This is an optimization exercise on Yosys and OpenROAD, whose aim is small area, a short achievable clock period and few clock cycles, not a production implementation. The RTL was checked by simulation tests, not by an equivalence proof against the original design. Power and IR drop assume default switching activity.

## config.mk

```make
export PLATFORM = sky130hd
export DESIGN_NAME = ptwb
export DESIGN_NICKNAME = ptwb
export VERILOG_FILES = /design/flow/design.v
export SDC_FILE = /design/flow/constraint.sdc
export NUM_CORES = 4
export LEC_CHECK = 0
export CAP_MARGIN = 20
export CORE_MARGIN = 2
export CORE_UTILIZATION = 40
export PLACE_DENSITY = 0.6
export SETUP_SLACK_MARGIN = 3.7
export SLEW_MARGIN = 20
```

## constraint.sdc

```tcl
create_clock -name core_clock -period 8.0 [get_ports {clk}]
set_input_delay 1.6000 -clock core_clock [delete_from_list [all_inputs] [get_ports {clk}]]
set_output_delay 1.6000 -clock core_clock [all_outputs]
set_load 0.01 [all_outputs]
```

## design.v

```verilog
module ptwb (
    input  wire        clk,
    input  wire        rst,           
    input  wire        host_we,
    input  wire [3:0]  host_addr,
    input  wire [63:0] host_wdata,
    output reg  [63:0] host_rdata,
    output wire        busy,
    output wire        mem_req,
    output wire        mem_we,
    output wire [63:0] mem_addr,
    output wire [63:0] mem_wdata,
    input  wire        mem_ready,
    input  wire [63:0] mem_rdata,
    output wire        alloc_req,
    input  wire        alloc_ready,
    input  wire        alloc_oom,
    input  wire [63:0] alloc_frame
);
    localparam [3:0] OP_FRAME_TO_PHYS    = 4'h1;
    localparam [3:0] OP_PHYS_TO_FRAME    = 4'h2;
    localparam [3:0] OP_PHYS_TO_ROOT_REG = 4'h3;
    localparam [3:0] OP_VPN              = 4'h4;
    localparam [3:0] OP_INDEX            = 4'h5;
    localparam [3:0] OP_ENTRY_READ       = 4'h6;
    localparam [3:0] OP_ENTRY_WRITE      = 4'h7;
    localparam [3:0] OP_WALK_LOOKUP      = 4'h8;
    localparam [3:0] OP_WALK_ALLOC       = 4'h9;
    localparam [3:0] OP_PAGE_MAP         = 4'hA;
    localparam [2:0] ERR_NONE            = 3'd0;
    localparam [2:0] ERR_OUT_OF_MEMORY   = 3'd1;
    localparam [2:0] ERR_PAGE_FAULT      = 3'd2;
    localparam [2:0] ERR_ALREADY_MAPPED  = 3'd3;
    localparam [2:0] ERR_INVALID_ADDRESS = 3'd4;
    localparam [3:0] FC_NONE             = 4'd0;
    localparam [3:0] FC_ILLEGAL_OP       = 4'd1;
    localparam [3:0] FC_RESERVED_BITS    = 4'd2;
    localparam [3:0] FC_INDEX_OOB        = 4'd3;
    localparam [3:0] FC_ROOT_MISALIGNED  = 4'd4;
    localparam [3:0] FC_SIZE_ZERO        = 4'd5;
    localparam [3:0] FC_FLAGS_NO_RWX     = 4'd6;
    localparam [3:0] FC_WRITE_WHILE_BUSY = 4'd7;
    reg [31:0] r_cmd;
    reg [63:0] r_root, r_va, r_pa, r_size, r_pte, r_idx;
    reg [63:0] r_result;
    reg        s_done, s_fault;
    reg [2:0]  s_err;
    reg [3:0]  s_cause;
    reg [51:0] cv;           
    reg [63:0] cp;           
    reg        s_rd;         
    reg        s_alloc;      
    reg        s_link;       
    reg        s_lrd;        
    reg        s_lwr;        
    reg        s_ard;        
    reg        s_awr;        
    reg        c_map;        
    reg        c_alc;        
    reg        c_l1;         
    reg [63:3] ma;           
    reg [26:0] lst;          
    reg        lst_hi;       
    assign busy = s_rd | s_alloc | s_link | s_lrd | s_lwr | s_ard | s_awr;
    assign mem_req   = s_rd | s_link | s_lrd | s_lwr | s_ard | s_awr;
    assign mem_we    = s_link | s_lwr | s_awr;
    assign alloc_req = s_alloc;
    assign mem_addr  = {ma, 3'b0};
    assign mem_wdata = s_awr ? r_pte
                             : {2'b00, (s_link ? r_result[63:12] : cp[63:12]), 2'b00,
                                (s_link ? 8'h00 : r_cmd[15:8]) | 8'h01};
    wire [31:0] status = {20'b0, s_cause, 1'b0, 1'b0, s_fault, s_err, s_done, busy};
    always @(*) begin
        case (host_addr)
            4'd0:    host_rdata = {32'b0, r_cmd};
            4'd1:    host_rdata = {32'b0, status};
            4'd2:    host_rdata = r_root;
            4'd3:    host_rdata = r_va;
            4'd4:    host_rdata = r_pa;
            4'd5:    host_rdata = r_size;
            4'd6:    host_rdata = r_pte;
            4'd7:    host_rdata = r_idx;
            4'd8:    host_rdata = busy ? 64'b0 : r_result;    
            4'd9:    host_rdata = {cv, 12'b0};
            4'd10:   host_rdata = cp;
            default: host_rdata = 64'b0;
        endcase
    end
    wire [31:0] w    = host_wdata[31:0];
    wire [3:0]  w_op = w[3:0];
    wire        uses_root = (w_op >= OP_INDEX) && (w_op <= OP_PAGE_MAP);
    wire        uses_idx  = (w_op >= OP_INDEX) && (w_op <= OP_ENTRY_WRITE);
    reg [3:0] issue_cause;
    always @(*) begin
        if (w_op == 4'h0 || w_op > OP_PAGE_MAP)
            issue_cause = FC_ILLEGAL_OP;
        else if (w[7:6] != 2'b0 || w[31:16] != 16'b0)
            issue_cause = FC_RESERVED_BITS;
        else if (uses_root && r_root[11:0] != 12'b0)
            issue_cause = FC_ROOT_MISALIGNED;
        else if (uses_idx && r_idx[63:9] != 55'b0)
            issue_cause = FC_INDEX_OOB;
        else if (w_op == OP_PAGE_MAP && r_size == 64'b0)
            issue_cause = FC_SIZE_ZERO;
        else if (w_op == OP_PAGE_MAP && (w[15:8] & 8'h0E) == 8'b0)
            issue_cause = FC_FLAGS_NO_RWX;
        else
            issue_cause = FC_NONE;
    end
    wire cmd_wr = host_we && !busy && host_addr == 4'd0 && !s_fault;
    wire issue  = cmd_wr && issue_cause == FC_NONE;
    reg [63:0] pure_result;
    always @(*) begin
        case (w_op)
            OP_FRAME_TO_PHYS:    pure_result = {r_pte[61:10], 12'b0};
            OP_PHYS_TO_FRAME:    pure_result = {2'b00, r_pa[63:12], 10'b0};
            OP_PHYS_TO_ROOT_REG: pure_result = {4'b1000, 8'b0, r_pa[63:12]};
            OP_VPN: begin
                case (w[5:4])
                    2'd0:    pure_result = {55'b0, r_va[20:12]};
                    2'd1:    pure_result = {55'b0, r_va[29:21]};
                    2'd2:    pure_result = {55'b0, r_va[38:30]};
                    default: pure_result = {55'b0, r_va[47:39]};
                endcase
            end
            default:             pure_result = {r_root[63:12], r_idx[8:0], 3'b0};   
        endcase
    end
    wire va_bad = r_va[63:39] != 25'b0;
    wire [40:0] map_end = {2'b0, r_va[38:0]} + {1'b0, r_size[39:0]} - 41'd1;
    wire        map_hi  = (r_va[63:39] != 25'b0) || (r_size[63:40] != 24'b0) || (map_end[40:39] != 2'b0);
    wire [26:0] wv = c_map ? cv[26:0] : r_va[38:12];
    wire [51:0] nt = s_link ? r_result[63:12] : mem_rdata[61:10];
    wire [27:0] cv_inc  = cv[27:0] + 28'd1;
    wire        is_last = !lst_hi && cv[26:0] == lst;
    wire        nxt_bad = cv_inc[27];
    wire rd_ok   = s_rd & mem_ready;
    wire link_ok = s_link & mem_ready;
    wire step    = (rd_ok & mem_rdata[0]) | link_ok;    
    always @(posedge clk) begin
        if (rst) begin
            s_done   <= 1'b0;
            s_fault  <= 1'b0;
            s_err    <= ERR_NONE;
            s_cause  <= FC_NONE;
            s_rd     <= 1'b0;
            s_alloc  <= 1'b0;
            s_link   <= 1'b0;
            s_lrd    <= 1'b0;
            s_lwr    <= 1'b0;
            s_ard    <= 1'b0;
            s_awr    <= 1'b0;
        end else begin
            if (host_we && busy && !s_fault) begin
                s_fault <= 1'b1;
                s_cause <= FC_WRITE_WHILE_BUSY;
            end
            if (cmd_wr) begin
                s_done <= 1'b0;
                s_err  <= ERR_NONE;
                if (!issue) begin
                    s_fault <= 1'b1;
                    s_cause <= issue_cause;
                end else begin
                    case (w_op)
                        OP_ENTRY_READ:  s_ard <= 1'b1;
                        OP_ENTRY_WRITE: s_awr <= 1'b1;
                        OP_WALK_LOOKUP, OP_WALK_ALLOC, OP_PAGE_MAP: begin
                            if (va_bad) begin
                                s_done <= 1'b1;
                                s_err  <= ERR_INVALID_ADDRESS;
                            end else begin
                                s_rd <= 1'b1;
                            end
                        end
                        default: s_done <= 1'b1;
                    endcase
                end
            end
            if (s_ard && mem_ready) begin
                s_done   <= 1'b1;
                s_ard    <= 1'b0;
            end
            if (s_awr && mem_ready) begin
                s_done <= 1'b1;
                s_awr  <= 1'b0;
            end
            if (rd_ok && !mem_rdata[0]) begin
                s_rd <= 1'b0;
                if (c_alc) begin
                    s_alloc <= 1'b1;
                end else begin
                    s_err  <= ERR_PAGE_FAULT;
                    s_done <= 1'b1;
                end
            end
            if (s_alloc && alloc_ready) begin
                s_alloc <= 1'b0;
                if (alloc_oom) begin
                    s_err  <= ERR_OUT_OF_MEMORY;
                    s_done <= 1'b1;
                end else begin
                    s_link   <= 1'b1;
                end
            end
            if (step) begin
                s_link <= 1'b0;
                if (!c_l1) begin
                    s_rd <= 1'b1;
                end else begin
                    s_rd <= 1'b0;
                    if (c_map) begin
                        s_lrd <= 1'b1;
                    end else begin
                        s_done   <= 1'b1;
                    end
                end
            end
            if (s_lrd && mem_ready) begin
                s_lrd <= 1'b0;
                if (mem_rdata[0]) begin
                    s_err  <= ERR_ALREADY_MAPPED;
                    s_done <= 1'b1;
                end else begin
                    s_lwr <= 1'b1;
                end
            end
            if (s_lwr && mem_ready) begin
                s_lwr <= 1'b0;
                if (is_last) begin
                    s_done <= 1'b1;
                end else if (nxt_bad) begin
                    s_err  <= ERR_INVALID_ADDRESS;
                    s_done <= 1'b1;
                end else begin
                    s_rd <= 1'b1;
                end
            end
        end
    end
    always @(posedge clk) begin
        if (!busy) begin
            c_map  <= (w_op == OP_PAGE_MAP);
            c_alc  <= (w_op == OP_WALK_ALLOC) || (w_op == OP_PAGE_MAP);
            c_l1   <= 1'b0;
            lst    <= map_end[38:12];
            lst_hi <= map_hi;
        end
        if (step)
            c_l1 <= ~c_l1;
    end
    wire nrst   = ~rst;
    wire we_idl = host_we & ~busy & nrst;
    wire ld_cmd  = cmd_wr & nrst;
    wire ld_root = we_idl & (host_addr == 4'd2);
    wire ld_va   = we_idl & (host_addr == 4'd3);
    wire ld_pa   = we_idl & (host_addr == 4'd4);
    wire ld_size = we_idl & (host_addr == 4'd5);
    wire ld_pte  = we_idl & (host_addr == 4'd6);
    wire ld_idx  = we_idl & (host_addr == 4'd7);
    always @(posedge clk) begin
        r_cmd  <= (w          & {32{ld_cmd}})  | (r_cmd  & {32{nrst & ~ld_cmd}});
        r_root <= (host_wdata & {64{ld_root}}) | (r_root & {64{nrst & ~ld_root}});
        r_va   <= (host_wdata & {64{ld_va}})   | (r_va   & {64{nrst & ~ld_va}});
        r_pa   <= (host_wdata & {64{ld_pa}})   | (r_pa   & {64{nrst & ~ld_pa}});
        r_size <= (host_wdata & {64{ld_size}}) | (r_size & {64{nrst & ~ld_size}});
        r_pte  <= (host_wdata & {64{ld_pte}})  | (r_pte  & {64{nrst & ~ld_pte}});
        r_idx  <= (host_wdata & {64{ld_idx}})  | (r_idx  & {64{nrst & ~ld_idx}});
    end
    wire iss     = issue & nrst;
    wire is_pure = (w_op == OP_FRAME_TO_PHYS) || (w_op == OP_PHYS_TO_FRAME) ||
                   (w_op == OP_PHYS_TO_ROOT_REG) || (w_op == OP_VPN) || (w_op == OP_INDEX);
    wire e_pure  = iss & is_pure;
    wire e_rd    = s_ard & mem_ready & nrst;
    wire e_fr    = s_alloc & alloc_ready & ~alloc_oom & nrst;
    wire e_leaf  = step & c_l1 & ~c_map & nrst;
    wire h_res   = nrst & ~issue & ~(s_ard & mem_ready) & ~(s_alloc & alloc_ready) & ~link_ok & ~e_leaf;
    always @(posedge clk) begin
        r_result <= (pure_result                 & {64{e_pure}}) |
                    (mem_rdata                   & {64{e_rd}})   |
                    ({alloc_frame[63:12], 12'b0} & {64{e_fr}})   |
                    ({nt, wv[8:0], 3'b0}         & {64{e_leaf}}) |
                    (r_result                    & {64{h_res}});
    end
    wire e_mld = iss & (w_op == OP_PAGE_MAP);
    wire e_inc = s_lwr & mem_ready & nrst;
    wire h_cur = nrst & ~e_mld & ~(s_lwr & mem_ready);
    always @(posedge clk) begin
        cv[27:0]  <= (r_va[39:12] & {28{e_mld}}) | (cv_inc & {28{e_inc}}) | (cv[27:0] & {28{h_cur}});
        cv[51:28] <= (r_va[63:40] & {24{e_mld}}) | (cv[51:28] & {24{h_cur | e_inc}});
        cp[11:0]  <= (r_pa[11:0]  & {12{e_mld}}) | (cp[11:0]  & {12{h_cur | e_inc}});
        cp[63:12] <= (r_pa[63:12] & {52{e_mld}}) | ((cp[63:12] + 52'd1) & {52{e_inc}}) |
                     (cp[63:12] & {52{h_cur}});
    end
    wire acc    = (w_op == OP_ENTRY_READ) || (w_op == OP_ENTRY_WRITE);
    wire a_rt   = ~busy | (s_lwr & mem_ready);
    wire h_ma   = ~a_rt & ~step;
    wire [8:0] idx_a = ~busy ? (acc ? r_idx[8:0] : r_va[38:30]) : cv_inc[26:18];
    always @(posedge clk) begin
        ma[63:12] <= (r_root[63:12] & {52{a_rt}}) | (nt & {52{step}}) | (ma[63:12] & {52{h_ma}});
        ma[11:3]  <= (idx_a & {9{a_rt}}) | ((c_l1 ? wv[8:0] : wv[17:9]) & {9{step}}) |
                     (ma[11:3] & {9{h_ma}});
    end
endmodule
```

## flow/run.sh

```bash
#!/bin/bash
# Layout flow:
# 1. the standard synthesis (standard.sh synth, unchanged);
# 2. its combinational cells re-mapped for area by Yosys/ABC, every flip-flop kept as the
#    standard synthesis made and named it (remap.ys.in);
# 3. the host read mux (host_addr -> host_rdata) rebuilt from cells as a one-level decode and an
#    and-or-invert layer plus one nand per bit (rdmux.py);
# 4. Yosys proves the result equal to the standard synthesis's netlist (equiv.ys.in); if the
#    proof fails, the flow falls back to step 2's netlist, then to the standard netlist;
# 5. the standard ORFS layout (standard.sh) from floorplan to finish, with the port buffers made
#    from plain buffers (buf_1) instead of the delay buffer buffer_ports picks, and a clock tree
#    with larger sink clusters and no dummy loads.
# Each tool's output goes to a log file of its own in this folder; ORFS keeps its step logs
# under orfs/logs.
set -euo pipefail
W=$PWD
RES=$W/orfs/results/$FLOW_PLATFORM/ptwb/base
LIB=$FLOW_HOME/platforms/$FLOW_PLATFORM/lib/sky130_fd_sc_hd__tt_025C_1v80.lib
BP="BUFFER_PORTS_ARGS=-buffer_cell sky130_fd_sc_hd__buf_1"
CTS="CTS_ARGS=-sink_clustering_enable -repair_clock_nets -dont_use_dummy_load -sink_clustering_size 18 -sink_clustering_max_diameter 100"

subst() {  # subst TEMPLATE OUT NETLIST
  sed -e "s|@WORK@|$W|g" -e "s|@LIB@|$LIB|g" -e "s|@NETLIST@|$3|g" -e "s|@TOP@|$FLOW_TOP|g" "$1" > "$2"
}

bash standard.sh "$BP" synth > make_synth.log 2>&1
cp "$RES/1_2_yosys.v" "$W/standard_synth.v"

# 2. area re-map
cp "$W/standard_synth.v" "$W/remapped.v"
python3 flow/libfunc.py "$LIB" "$W/remapped.v" "$W/cells_func.v" > libfunc.log 2>&1
subst flow/remap.ys.in "$W/remap.ys" "$W/remapped.v"
yosys -s "$W/remap.ys" > yosys_remap.log 2>&1

# 3. cell-built read mux
cp "$W/remapped.v" "$W/rdmux.v"
python3 flow/rdmux.py add "$W/rdmux.v" > rdmux.log 2>&1
subst flow/check.ys.in "$W/check.ys" "$W/rdmux.v"

# 4. proofs; the first candidate proven equal is laid out
prove() {  # prove NETLIST LOG
  sed 's/^module '"$FLOW_TOP"'(/module gold(/' "$W/standard_synth.v" > "$W/eq_gold.v"
  sed 's/^module '"$FLOW_TOP"'(/module gate(/' "$1" > "$W/eq_gate.v"
  cat "$W/standard_synth.v" "$1" > "$W/eq_both.v"
  python3 flow/libfunc.py "$LIB" "$W/eq_both.v" "$W/eq_cells.v" >> libfunc.log 2>&1
  subst flow/equiv.ys.in "$W/equiv.ys" "$1"
  yosys -s "$W/equiv.ys" > "$2" 2>&1
}
CHOSEN="$W/standard_synth.v"
if yosys -s "$W/check.ys" > yosys_check_rdmux.log 2>&1 && prove "$W/rdmux.v" yosys_equiv_rdmux.log; then
  CHOSEN="$W/rdmux.v"
elif prove "$W/remapped.v" yosys_equiv_remapped.log; then
  CHOSEN="$W/remapped.v"
fi
echo "laid out: $CHOSEN" > chosen.log
cp "$CHOSEN" "$RES/1_2_yosys.v"

# 5. rebuild the synthesis database from the chosen netlist, then lay it out
rm -f "$RES/1_synth.odb" "$RES/1_synth.sdc"
touch "$RES/1_2_yosys.v"
bash standard.sh "$BP" "$CTS" finish > make_finish.log 2>&1
```

## flow/check.ys.in

```
read_liberty -lib @LIB@
read_verilog @NETLIST@
hierarchy -top @TOP@
check -assert -mapped
stat -liberty @LIB@
```

## flow/equiv.ys.in

```
# Prove the re-mapped netlist equal to the standard synthesis's (same flip-flops, by name).
read_verilog @WORK@/eq_cells.v @WORK@/flow/flops.v
read_verilog @WORK@/eq_gold.v @WORK@/eq_gate.v
hierarchy -check
proc
flatten gold gate
opt_clean
equiv_make gold gate eq
hierarchy -top eq
equiv_simple -seq 1
equiv_induct
equiv_status -assert
```

## flow/flops.v

```verilog
module sky130_fd_sc_hd__dfxtp_1(CLK, D, Q); input CLK, D; output reg Q; always @(posedge CLK) Q <= D; endmodule
module sky130_fd_sc_hd__edfxtp_1(CLK, D, DE, Q); input CLK, D, DE; output reg Q; always @(posedge CLK) if (DE) Q <= D; endmodule
```

## flow/libfunc.py

```python
# Write Verilog models (assign from the liberty "function") of the combinational cells used in a netlist.
import re, sys
lib = open(sys.argv[1]).read()
used = set(re.findall(r'(sky130_fd_sc_hd__\w+)\s+\S+\s*\(', open(sys.argv[2]).read()))
out = []
for m in re.finditer(r'\n\s*cell \("(sky130_fd_sc_hd__\w+)"\) \{', lib):
    name = m.group(1)
    if name not in used: continue
    # cell body: up to next top-level cell
    start = m.end(); nxt = lib.find('\n    cell (', start)
    body = lib[start: nxt if nxt > 0 else len(lib)]
    if re.search(r'\b(ff|latch|statetable)\s*\(', body): continue
    pins = re.findall(r'(?<!pg_)pin \("(\w+)"\) \{(.*?)\n        \}', body, re.S)
    ins, outs = [], []
    for p, pb in pins:
        d = re.search(r'direction\s*:\s*"?(\w+)', pb).group(1)
        if d == 'input': ins.append(p)
        elif d == 'output':
            f = re.search(r'function\s*:\s*"([^"]+)"', pb)
            outs.append((p, f.group(1) if f else None))
    if not outs or any(f is None for _, f in outs): 
        sys.stderr.write('skip %s\n' % name); continue
    def conv(f):
        f = f.replace('!', '~').replace('+', '|').replace('*', '&')
        f = re.sub(r'(\w)\s+(?=[\w(~])', r'\1 & ', f)   # implicit and
        f = re.sub(r'\)\s+(?=[\w(~])', ') & ', f)
        return f
    ports = ins + [p for p, _ in outs]
    s = 'module %s(%s);\n' % (name, ', '.join(ports))
    for p in ins: s += '  input %s;\n' % p
    for p, f in outs: s += '  output %s;\n  assign %s = %s;\n' % (p, p, conv(f))
    s += 'endmodule\n'
    out.append(s)
open(sys.argv[3], 'w').write('\n'.join(out))
```

## flow/rdmux.py

```python
# Host read mux built from cells: host_rdata[b] = OR over the registers k of (sel_k & src_k[b]),
# with sel_k = (host_addr == k) decoded by one 4-input gate each, the RESULT term also gated by
# !busy, and each bit an and-or-invert layer (a32oi / a22oi / nand2) and a nand (or two nands and an or).
#   rdmux.py add NETLIST : disconnect the synthesized drivers of host_rdata, add the cell-built
#                          read mux driving host_rdata, and delete the cells left driving nothing
import re, sys

P = 'sky130_fd_sc_hd__'

OUTPINS = ('X', 'Y', 'Q', 'Q_N', 'COUT', 'SUM', 'HI', 'LO')
INST = re.compile(r'  (sky130_fd_sc_hd__\w+) (\S+)\s+\((.*?)\);\n', re.S)

def prune(s):
    # delete combinational cells none of whose outputs is used, until none is left
    head, body = s.split(');', 1)
    ports = set()
    for m in re.finditer(r'(?:output|inout)\s+(?:\[(\d+):(\d+)\]\s+)?(\w+);', body):
        if m.group(1):
            for i in range(int(m.group(2)), int(m.group(1)) + 1):
                ports.add('%s[%d]' % (m.group(3), i))
        else:
            ports.add(m.group(3))
    removed = 0
    while True:
        insts = [(m, dict((p, v.strip()) for p, v in re.findall(r'\.(\w+)\(([^()]*)\)', m.group(3))))
                 for m in INST.finditer(body)]
        used = set(ports)
        for m, pins in insts:
            for p, v in pins.items():
                if p not in OUTPINS:
                    used.add(v)
        dead = [m for m, pins in insts
                if 'df' not in m.group(1) and 'conb' not in m.group(1)
                and all(v not in used for p, v in pins.items() if p in OUTPINS)]
        if not dead:
            break
        for m in reversed(dead):
            body = body[:m.start()] + body[m.end():]
        removed += len(dead)
    sys.stderr.write('pruned %d cells\n' % removed)
    return head + ');' + body

def add(path):
    s = open(path).read()
    n = 0
    def sub(m):
        nonlocal n
        n += 1
        return '.%s(_rdold_%s_)' % (m.group(1), m.group(2))
    s = re.sub(r'\.(X|Y)\(host_rdata\[(\d+)\]\)', sub, s)
    assert n == 64, n
    assert '(host_rdata[' not in s
    cells, wires = [], []
    def w(name):
        wires.append(name)
        return name
    def cell(typ, name, **pins):
        cells.append('  %s%s %s (%s);\n' % (P, typ, name,
                     ', '.join('.%s(%s)' % (p, v) for p, v in pins.items())))
    a = ['host_addr[%d]' % i for i in range(4)]
    # one select per register number 0..10
    sel = [w('_rdsel%d_' % k) for k in range(11)]
    for k in range(11):
        bits = [(k >> i) & 1 for i in range(4)]
        ones = [a[i] for i in range(4) if bits[i]]
        zeros = [a[i] for i in range(4) if not bits[i]]
        if len(ones) == 0:
            cell('nor4_2', '_rddec%d_' % k, A=zeros[0], B=zeros[1], C=zeros[2], D=zeros[3], Y=sel[k])
        elif len(ones) == 1:
            cell('nor4b_2', '_rddec%d_' % k, A=zeros[0], B=zeros[1], C=zeros[2], D_N=ones[0], Y=sel[k])
        elif len(ones) == 2:
            cell('and4bb_2', '_rddec%d_' % k, A_N=zeros[0], B_N=zeros[1], C=ones[0], D=ones[1], X=sel[k])
        elif len(ones) == 3:
            cell('and4b_2', '_rddec%d_' % k, A_N=zeros[0], B=ones[0], C=ones[1], D=ones[2], X=sel[k])
        else:
            raise ValueError(k)
    nbusy = w('_rdnbusy_')
    cell('inv_2', '_rdnb_', A='busy', Y=nbusy)
    # the net on each register bit's Q pin, by the register's name
    q = {}
    for m in INST.finditer(s):
        if 'dfxtp' not in m.group(1):
            continue
        r = re.match(r'\\([A-Za-z_]\w*(?:\[\d+\])?)\$', m.group(2))
        pins = dict((p, v.strip()) for p, v in re.findall(r'\.(\w+)\(([^()]*)\)', m.group(3)))
        if r and 'Q' in pins:
            net = pins['Q']
            q[r.group(1)] = net + ' ' if net.startswith('\\') else net
    def Q(name):
        return q[name]
    status = {0: 'busy', 1: Q('s_done'), 2: Q('s_err[0]'), 3: Q('s_err[1]'), 4: Q('s_err[2]'),
              5: Q('s_fault'), 8: Q('s_cause[0]'), 9: Q('s_cause[1]'), 10: Q('s_cause[2]'),
              11: Q('s_cause[3]')}
    regs = ['r_root', 'r_va', 'r_pa', 'r_size', 'r_pte', 'r_idx']
    for b in range(64):
        terms = []
        if b < 32:
            terms.append((sel[0], Q('r_cmd[%d]' % b)))
        if b in status:
            terms.append((sel[1], status[b]))
        for i, r in enumerate(regs):
            terms.append((sel[2 + i], Q('%s[%d]' % (r, b))))
        if b >= 12:
            terms.append((sel[9], Q('cv[%d]' % (b - 12))))
        terms.append((sel[10], Q('cp[%d]' % b)))
        groups = []
        # RESULT (register 8, read as 0 while busy) with one more term
        g = w('_rdg%d_0_' % b)
        t = terms.pop()
        cell('a32oi_1', '_rda%d_0_' % b, A1=sel[8], A2=nbusy, A3=Q('r_result[%d]' % b),
             B1=t[0], B2=t[1], Y=g)
        groups.append(g)
        j = 1
        while terms:
            g = w('_rdg%d_%d_' % (b, j))
            if len(terms) >= 2:
                t1, t2 = terms.pop(), terms.pop()
                cell('a22oi_1', '_rda%d_%d_' % (b, j), A1=t1[0], A2=t1[1], B1=t2[0], B2=t2[1], Y=g)
            else:
                t1 = terms.pop()
                cell('nand2_1', '_rda%d_%d_' % (b, j), A=t1[0], B=t1[1], Y=g)
            groups.append(g)
            j += 1
        assert 2 <= len(groups) <= 6, (b, len(groups))
        out = 'host_rdata[%d]' % b
        if len(groups) <= 4:
            typ = {2: 'nand2_1', 3: 'nand3_1', 4: 'nand4_1'}[len(groups)]
            cell(typ, '_rdo%d_' % b, **dict(zip('ABCD', groups)), Y=out)
        else:
            h0, h1 = w('_rdh%d_0_' % b), w('_rdh%d_1_' % b)
            cell('nand3_1', '_rdn%d_0_' % b, A=groups[0], B=groups[1], C=groups[2], Y=h0)
            rest = groups[3:]
            typ = {2: 'nand2_1', 3: 'nand3_1'}[len(rest)]
            cell(typ, '_rdn%d_1_' % b, **dict(zip('ABC', rest)), Y=h1)
            cell('or2_1', '_rdo%d_' % b, A=h0, B=h1, X=out)
    text = ''.join('  wire %s;\n' % x for x in wires) + ''.join(cells)
    k = s.rindex('endmodule')
    s = s[:k] + text + s[k:]
    open(path, 'w').write(prune(s))

if __name__ == '__main__':
    {'add': add}[sys.argv[1]](sys.argv[2])
```

## flow/remap.ys.in

```
# Re-map the combinational cells of the standard synthesis for area. The flip-flops (and the
# netlist's names for them) are kept as they are: only cells without state are replaced.
read_verilog @WORK@/cells_func.v
read_liberty -lib -ignore_redef @LIB@
read_verilog @NETLIST@
hierarchy -top @TOP@
flatten
hierarchy -top @TOP@
read_liberty -lib -ignore_redef @LIB@
opt -purge
techmap
opt -fast
abc -liberty @LIB@ -dont_use sky130_fd_sc_hd__a222oi_1 -dont_use sky130_fd_sc_hd__probe_p_8 -dont_use sky130_fd_sc_hd__probec_p_8 -dont_use sky130_fd_sc_hd__lpflow_bleeder_1 -dont_use sky130_fd_sc_hd__lpflow_clkbufkapwr_1 -dont_use sky130_fd_sc_hd__lpflow_clkbufkapwr_16 -dont_use sky130_fd_sc_hd__lpflow_clkbufkapwr_2 -dont_use sky130_fd_sc_hd__lpflow_clkbufkapwr_4 -dont_use sky130_fd_sc_hd__lpflow_clkbufkapwr_8 -dont_use sky130_fd_sc_hd__lpflow_clkinvkapwr_1 -dont_use sky130_fd_sc_hd__lpflow_clkinvkapwr_16 -dont_use sky130_fd_sc_hd__lpflow_clkinvkapwr_2 -dont_use sky130_fd_sc_hd__lpflow_clkinvkapwr_4 -dont_use sky130_fd_sc_hd__lpflow_clkinvkapwr_8 -dont_use sky130_fd_sc_hd__lpflow_decapkapwr_12 -dont_use sky130_fd_sc_hd__lpflow_decapkapwr_3 -dont_use sky130_fd_sc_hd__lpflow_decapkapwr_4 -dont_use sky130_fd_sc_hd__lpflow_decapkapwr_6 -dont_use sky130_fd_sc_hd__lpflow_decapkapwr_8 -dont_use sky130_fd_sc_hd__lpflow_inputiso0n_1 -dont_use sky130_fd_sc_hd__lpflow_inputiso0p_1 -dont_use sky130_fd_sc_hd__lpflow_inputiso1n_1 -dont_use sky130_fd_sc_hd__lpflow_inputiso1p_1 -dont_use sky130_fd_sc_hd__lpflow_inputisolatch_1 -dont_use sky130_fd_sc_hd__lpflow_isobufsrc_1 -dont_use sky130_fd_sc_hd__lpflow_isobufsrc_16 -dont_use sky130_fd_sc_hd__lpflow_isobufsrc_2 -dont_use sky130_fd_sc_hd__lpflow_isobufsrc_4 -dont_use sky130_fd_sc_hd__lpflow_isobufsrc_8 -dont_use sky130_fd_sc_hd__lpflow_isobufsrckapwr_16 -dont_use sky130_fd_sc_hd__lpflow_lsbuf_lh_hl_isowell_tap_1 -dont_use sky130_fd_sc_hd__lpflow_lsbuf_lh_hl_isowell_tap_2 -dont_use sky130_fd_sc_hd__lpflow_lsbuf_lh_hl_isowell_tap_4 -dont_use sky130_fd_sc_hd__lpflow_lsbuf_lh_isowell_4 -dont_use sky130_fd_sc_hd__lpflow_lsbuf_lh_isowell_tap_1 -dont_use sky130_fd_sc_hd__lpflow_lsbuf_lh_isowell_tap_2 -dont_use sky130_fd_sc_hd__lpflow_lsbuf_lh_isowell_tap_4 
opt_clean -purge
setundef -zero
hilomap -singleton -hicell sky130_fd_sc_hd__conb_1 HI -locell sky130_fd_sc_hd__conb_1 LO
insbuf -buf sky130_fd_sc_hd__buf_4 A X
splitnets
opt_clean -purge
rename -enumerate -pattern _rm%_
check -assert -mapped
stat -liberty @LIB@
write_verilog -noattr -nohex -nodec @NETLIST@
```

## standard.sh

```bash
#!/bin/bash
# synth_recipe.tcl (not shown) runs the flow's synth.tcl, then flattens the netlist and writes it again
# the make line also repeats each setting of config.mk as NAME=value (left out here)
make -C /OpenROAD-flow-scripts/flow DESIGN_CONFIG=/design/flow/config.mk WORK_HOME=/design/flow/orfs CLKGATE_MAP_FILE= SYNTH_SCRIPT=/design/flow/synth_recipe.tcl "${@:-finish}"
```

==> results of run 1 <==
[flip-flops by register name, indices dropped and copies added, names as in the netlist, 3 cells and up]
signal,count
cp,64
r_cmd,32
s_err,3
r_size,64
ma,61
r_idx,64
r_root,64
s_cause,4
r_va,64
r_pa,64
cv,52
r_result,64
r_pte,64
lst,27
[metrics by stage]
step / cell area, um2 / setup slack (ps) / hold WS, ps / power, mW
6_report: 42000 / 3260 / 462 / 6.85
2_1_floorplan: 34300 / 1980 / 410 / 4.07
3_5_place_dp: 37200 / 1910 / 433 / 4.42
4_1_cts: 40200 / 3300 / 453 / 6.70
5_1_grt: 42000 / 3240 / 490 / 6.94
3_3_place_gp: 37100 / 2010 / 428 / 4.42
[cell usage in the layout, fill, tap and decap left out, types with 42 or more instances in the layout]
master and count:
sky130_fd_sc_hd__dfxtp_1 655, sky130_fd_sc_hd__a22o_1 472, sky130_fd_sc_hd__nand2_1 311, sky130_fd_sc_hd__buf_1 311, sky130_fd_sc_hd__nor2_1 307, sky130_fd_sc_hd__o21ai_0 225, sky130_fd_sc_hd__a22oi_1 204, sky130_fd_sc_hd__a21oi_1 161
sky130_fd_sc_hd__buf_4 126, sky130_fd_sc_hd__nand3_1 91, sky130_fd_sc_hd__a22oi_2 88, sky130_fd_sc_hd__nor3_1 78, sky130_fd_sc_hd__o22ai_1 72, sky130_fd_sc_hd__nand2b_1 66, sky130_fd_sc_hd__clkbuf_16 64, sky130_fd_sc_hd__o211ai_1 61
sky130_fd_sc_hd__xnor2_1 58, sky130_fd_sc_hd__a221oi_1 55, sky130_fd_sc_hd__a32oi_1 53, sky130_fd_sc_hd__or2_1 47, sky130_fd_sc_hd__nor4_1 42, sky130_fd_sc_hd__buf_6 42
[layout make-up]
class | instances | area [um2]
sequential | 704 | 14400
multi-input combinational | 2897 | 20000
inverter | 35 | 163
fill | 8219 | 42900
antenna | 7 | 17.5
tap | 1144 | 1430
timing repair inverter | 2 | 27.5
timing repair buffer | 605 | 4740
clock buffer | 45 | 1130
[where the power goes]
part	leakage (nW)	internal (mW)	total [mW]	switching, mW
sequential	5.75	3.62	3.71	0.0850
combinational	9.42	0.285	0.830	0.546
clock	0.555	1.00	2.31	1.31
[critical path, cell delays in order]
cell,delay (ps)
sky130_fd_sc_hd__buf_16,110
sky130_fd_sc_hd__and4bb_4,560
sky130_fd_sc_hd__buf_4,280
sky130_fd_sc_hd__a22oi_1,120
sky130_fd_sc_hd__nand3_1,140
sky130_fd_sc_hd__or2_4,190
sky130_fd_sc_hd__buf_6,110
[worst min path at each step]
stage                                      from                     to
after floorplan           s_cause[3]$_SDFF_PP0_  s_cause[3]$_SDFF_PP0_
after global placement      r_result[8]$_DFF_P_    r_result[8]$_DFF_P_
after detailed placement    r_result[8]$_DFF_P_    r_result[8]$_DFF_P_
after CTS                 s_cause[3]$_SDFF_PP0_  s_cause[3]$_SDFF_PP0_
after global routing      s_cause[3]$_SDFF_PP0_  s_cause[3]$_SDFF_PP0_
final                     s_cause[3]$_SDFF_PP0_  s_cause[3]$_SDFF_PP0_
[metal layers]
metal	vias up	track usage	share of wire
met5	-	0	0.0016
met4	16	0.254	0.079
met3	833	0.143	0.16
met2	3481	0.593	0.40
met1	18699	0.527	0.36
li1	15845	-	-
[repair_timing]
| item | 4_1_cts | 5_1_grt |
|---|---|---|
| endpoints found under the setup margin | 372 | 267 |
| pin swaps | 27 | 135 |
| hold buffers | 0 | 0 |
| setup buffers | 59 | 33 |
| resized for setup | 216 | 270 |
| cloned | 25 | 24 |
==> PnR_summary.wiki, run 1 <==
{| class="wikitable"
! Metric !! Value
|-
| Run status || timing/DRC/antenna clean
|-
| Number of instances in the placed design || between 5000 and 6000
|-
| Total gr overflow || 0
|-
| Required arrival time at the worst endpoint || 6400 ps
|-
| Min cycle time layout || 4740 ps
|-
| Setup TNS || 0 ps
|-
| Areal power density over the cells || 163 mW/mm2
|-
| Number of antenna violations at the first check in global routing || 12
|-
| Weighted congestion reported at the end of routability-driven placement || between 1 and 1.5
|-
| Leak Pwr || 15.7 nW
|-
| CP startpoint kind || primary input
|-
| Maximum number of pins on one net before global-route repair || 87
|-
| F_max || 211 MHz
|-
| Count of vias placed by the detailed router || 38874
|-
| Length in cells of the worst reg-to-reg path || 13
|-
| Count of cells along the worst hold path || 2
|-
| Layout cells sized above 1 || 0.140
|-
| Total die area || 0.0876 mm2
|-
| Least-Margin Pin Slew || 1230 ps
|-
| Post-synthesis instance area || 0.0341 mm2
|-
| GRT Util Overall || 0.412
|-
| Count of TritonRoute iterations in the first routing pass || 10
|-
| Synthesized instance count || 3750
|-
| Core Box Area || 0.0849 mm2
|-
| Die Y-Extent || 296 um
|-
| Setup Viol. Count Final || 0
|-
| Routed length per instance || about 36 um
|-
| Clock buffer depth || 3
|-
| Dpl hpwl || 119 mm
|-
| Wire length of the first global-routing pass || roughly 260 mm
|-
| Starting density of the core || 0.402
|-
| Initial DRC Count || 6289
|-
| Max Cap Viol || 0
|-
| Number of global-route vias before repair || ~35000
|-
| Final hold vios || 0
|-
| Root buffer cell || sky130_fd_sc_hd__clkbuf_16
|-
| Number of slew-limit violations in the final report || 0
|-
| VDD IR max || around 0.15 mV
|-
| Worst Path Class, Setup || in -> out
|-
| Finished Layout Cells || 5439
|-
| Worst R2R Start || s_lwr$_SDFFE_PP0P_
|-
| Final routed wirelength across all metal layers || approximately 200 mm
|-
| Input/output buffers || 382
|-
| Clk sinks || 704
|-
| Internal reg-to-reg setup slack || 3720 ps
|-
| Signal arrival time at the worst endpoint || about 3100 ps
|-
| Min-delay worst type || reg -> reg
|-
| Relative slew slack || 0.176
|-
| Area grow syn2layout || 23.1%
|-
| Share of the clock period used by the worst path || 0.592
|-
| Crit path capture type || output port
|-
| Termination of the worst setup path || host_rdata[19]
|-
| Post-route core utilization || 0.495
|-
| Insertion delay to the later sink of the worst-skew pair || 640 ps
|-
| Clk slew on worst S/H paths || 70 ps
|-
| CP startpoint || host_addr[3]
|-
| Post-route DRC violation count || 0
|-
| Number of synthesis warnings || 1
|-
| Residual antenna-violating net count after detailed routing || 0
|-
| Avg Cell Area, Syn || 9.09 um2
|-
| Clock tree from TritonCTS || done
|-
| Setup repair after global routing missed its margin || yes
|-
| Final layout net count || approximately 4500
|-
| Largest clock skew in the final design || 55.0 ps
|-
| H-tree depth reported by CTS || 2
|-
| Die extent in x || between 200 and 300 um
|-
| Endpoint of the lowest-slack register-to-register path || r_pte[31]$_DFF_P_
|-
| Count of standard-cell rows || 107
|-
| CP max FO || 6
|-
| Number of buffers created by CTS || 45
|-
| Number of top-level pins || 398
|-
| Detail-routed via count per cell || between 7 and 8
|}
Testbench counts, summed over its fixed seeds: cycles 34,859.
==> inputs of run 2 (changes only) <==
--- a/config.mk
+++ b/config.mk
@@ -8,6 +8,6 @@
 export CAP_MARGIN = 20
 export CORE_MARGIN = 2
 export CORE_UTILIZATION = 40
-export PLACE_DENSITY = 0.6
-export SETUP_SLACK_MARGIN = 3.7
+export PLACE_DENSITY = 0.7
+export SETUP_SLACK_MARGIN = 3.6
 export SLEW_MARGIN = 20
==> PnR_summary.wiki, run 2 <==
{| class="wikitable"
! Metric !! Value
|-
| Run status || timing/DRC/antenna clean
|-
| Fraction of met3 tracks used by global routing || 0.201
|-
| Detail-routed via count per cell || 7.37
|-
| Hold-fix buffers, CTS || 0
|-
| Number of instances in the placed design || roughly 5200
|-
| Finished Layout Cells || 5431
|-
| VDD IR max || roughly 0.14 mV
|-
| Final routed wirelength across all metal layers || slightly below 200 mm
|-
| Initial DRC Count || 7568
|-
| Routed length per instance || 36.3 um
|-
| CP startpoint kind || primary input
|-
| Setup TNS || 0 ps
|-
| Avg Cell Area, Syn || 9.09 um2
|-
| Final hold vios || 0
|-
| Standard cell with the maximum stage delay on the critical path || sky130_fd_sc_hd__nor4b_4
|-
| Leak Pwr || between 15 and 20 nW
|-
| Number of global-route vias before repair || between 30000 and 40000
|-
| Required arrival time at the worst endpoint || approximately 6400 ps
|-
| Largest clock skew in the final design || 50.3 ps
|-
| Clk slew on worst S/H paths || 90 ps
|-
| Setup repair after global routing missed its margin || yes
|-
| Layout cells sized above 1 || 0.132
|-
| Signal arrival time at the worst endpoint || 3180 ps
|-
| Areal power density over the cells || 164 mW/mm2
|-
| Die Y-Extent || 296 um
|-
| Least-Margin Pin Slew || between 1000 and 1500 ps
|-
| Max Cap Viol || 0
|-
| Worst setup timing slack at the placement stage || 2090 ps
|-
| Post-route DRC violation count || 0
|-
| Slowest cell delay on critical path || about 340 ps
|-
| Setup Viol. Count Final || 0
|-
| Met1 Track Usage GR || 0.514
|-
| Synthesized instance count || 3750
|-
| Dpl hpwl || 118 mm
|-
| Relative slew slack || 0.135
|-
| Number of buffers created by CTS || 45
|-
| Count of buffer and inverter cells on the critical path || 5
|-
| Starting density of the core || 0.402
|-
| Fraction of met2 tracks used by global routing || 0.586
|-
| Root buffer cell || sky130_fd_sc_hd__clkbuf_16
|-
| CP max FO || 8
|-
| Core Box Area || 0.0849 mm2
|-
| Total gr overflow || 0
|-
| Count of standard-cell rows || 107
|-
| Min-delay worst type || reg -> reg
|-
| Insertion delay to the later sink of the worst-skew pair || 660 ps
|-
| Count of TritonRoute iterations in the first routing pass || 9
|-
| Commonest cells after routing, fill and taps aside || 661 x sky130_fd_sc_hd__dfxtp_1, 472 x sky130_fd_sc_hd__a22o_1, 316 x sky130_fd_sc_hd__buf_1
|-
| Kind of cell with the highest combined delay on the critical path || buffers and inverters
|-
| Number of slew-limit violations in the final report || 0
|-
| Post-synthesis instance area || 0.0341 mm2
|-
| Input/output buffers || 382
|-
| Clk sinks || slightly above 700
|-
| Min cycle time layout || between 4000 and 5000 ps
|-
| Clock tree from TritonCTS || done
|-
| Area grow syn2layout || 22.6%
|-
| Residual antenna-violating net count after detailed routing || 0
|-
| Number of synthesis warnings || 1
|-
| F_max || between 200 and 250 MHz
|-
| Clock buffer depth || 3
|-
| Number of antenna violations at the first check in global routing || 17
|-
| Final layout net count || around 4500
|-
| Commonest non-fill, non-tap cell in the layout || sky130_fd_sc_hd__dfxtp_1
|-
| Worst Path Class, Setup || in -> out
|-
| Post-route core utilization || 0.493
|-
| Die extent in x || roughly 300 um
|-
| Fin worst setup slack || 3220 ps
|-
| Count of vias placed by the detailed router || 40003
|-
| H-tree depth reported by CTS || 2
|-
| Crit path capture type || output port
|-
| Critical Path, Cell by Cell || buf_16 -> nor4b_4 -> buf_6 -> buf_12 -> buf_16 -> a22oi_2 -> nand2_1 -> or2_4 -> buf_6
|-
| Wire length of the first global-routing pass || 266 mm
|-
| Highest-utilization routing layer at the global route stage || met2
|-
| Share of the clock period used by the worst path || 0.597
|-
| Weighted congestion reported at the end of routability-driven placement || 1.03
|-
| Total die area || 0.0876 mm2
|-
| GRT Util Overall || 0.422
|-
| Number of top-level pins || between 300 and 400
|-
| Maximum number of pins on one net before global-route repair || 65
|}
## run 2: final cells by class
type / count / area [um2]
inverter: 35 / 159
timing repair buffer: 587 / 4590
tap: 1144 / 1430
timing repair inverter: 1 / 8.76
multi-input combinational: 2902 / 20000
antenna: 13 / 32.5
fill: 8041 / 43100
clock buffer: 45 / 1130
sequential: 704 / 14400
## run 2: per-layer routing
layer	wire length, um	share of wire
met1	68000	0.34
met3	34800	0.18
met5	506	0.0026
met4	17400	0.088
met2	76700	0.39
## run 2: what timing repair did
| action | in CTS | in global routing |
|---|---|---|
| setup endpoints to repair | 274 | 197 |
| cloned | 44 | 10 |
| buffers inserted | 68 | 13 |
| gates resized for setup | 336 | 104 |
| pin swaps | 107 | 74 |
| hold endpoints to repair | 0 | 0 |
## run 2: worst paths after layout
check                           cells after the start             startpoint  slack (ps)               endpoint
worst max-delay path                                9           host_addr[3]        3220         host_rdata[25]
worst min-delay path                                2  s_cause[3]$_SDFF_PP0_         470  s_cause[3]$_SDFF_PP0_
worst max register to register                     12      r_idx[29]$_DFF_P_        3360   r_result[43]$_DFF_P_
worst min register to register                      2  s_cause[3]$_SDFF_PP0_         470  s_cause[3]$_SDFF_PP0_
## run 2: where the power goes
part | switching (mW) | internal (mW)
clock network | 1.31 | 1.00
logic | 0.576 | 0.287
registers | 0.0828 | 3.62
total | 1.97 | 4.91
## run 2: tightest hold or removal path: cells and delay by family, from the launching register on
family           cells  cell delay [ps]
and+or+nand+nor      2               90
DFF                  1              340
## run 2: metrics by stage
stage | hold WS (ps) | power [mW] | instance area (um2)
6_report | 468 | 6.88 | 41800
5_1_grt | 459 | 6.95 | 41800
4_1_cts | 454 | 6.71 | 41000
3_5_place_dp | 439 | 4.42 | 37100
3_3_place_gp | 439 | 4.42 | 37000
2_1_floorplan | 410 | 4.07 | 34300

static timing again, ports no longer ideal:
Ports are ideal in the flow. The routed layouts listed here were re-timed in OpenROAD.
Step 1: set_driving_cell puts a clkbuf_16 on clk and a buf_2 on each other input, an assumption about the parent block.
Step 2 moves the port delays by t, midway between the first and last clock arrival at a register: inputs arrive t later, outputs are due t later. That takes back most of the time a late clock gives input paths.
a / b / c = ideal / step 1 / step 2; a / b = the first two.
run	t (ns)	setup slack, ns	slew at the worst register clock pin (ns)
run 1	0.691	3.262 / 3.079 / 3.050	0.09 / 0.09
run 2	0.712	3.220 / 2.954 / 2.885	0.09 / 0.09
After both steps every run listed still meets setup and hold. The setup slack of run 2, which loses most, moves by -0.266 ns with the drivers and by -0.335 ns with both steps.
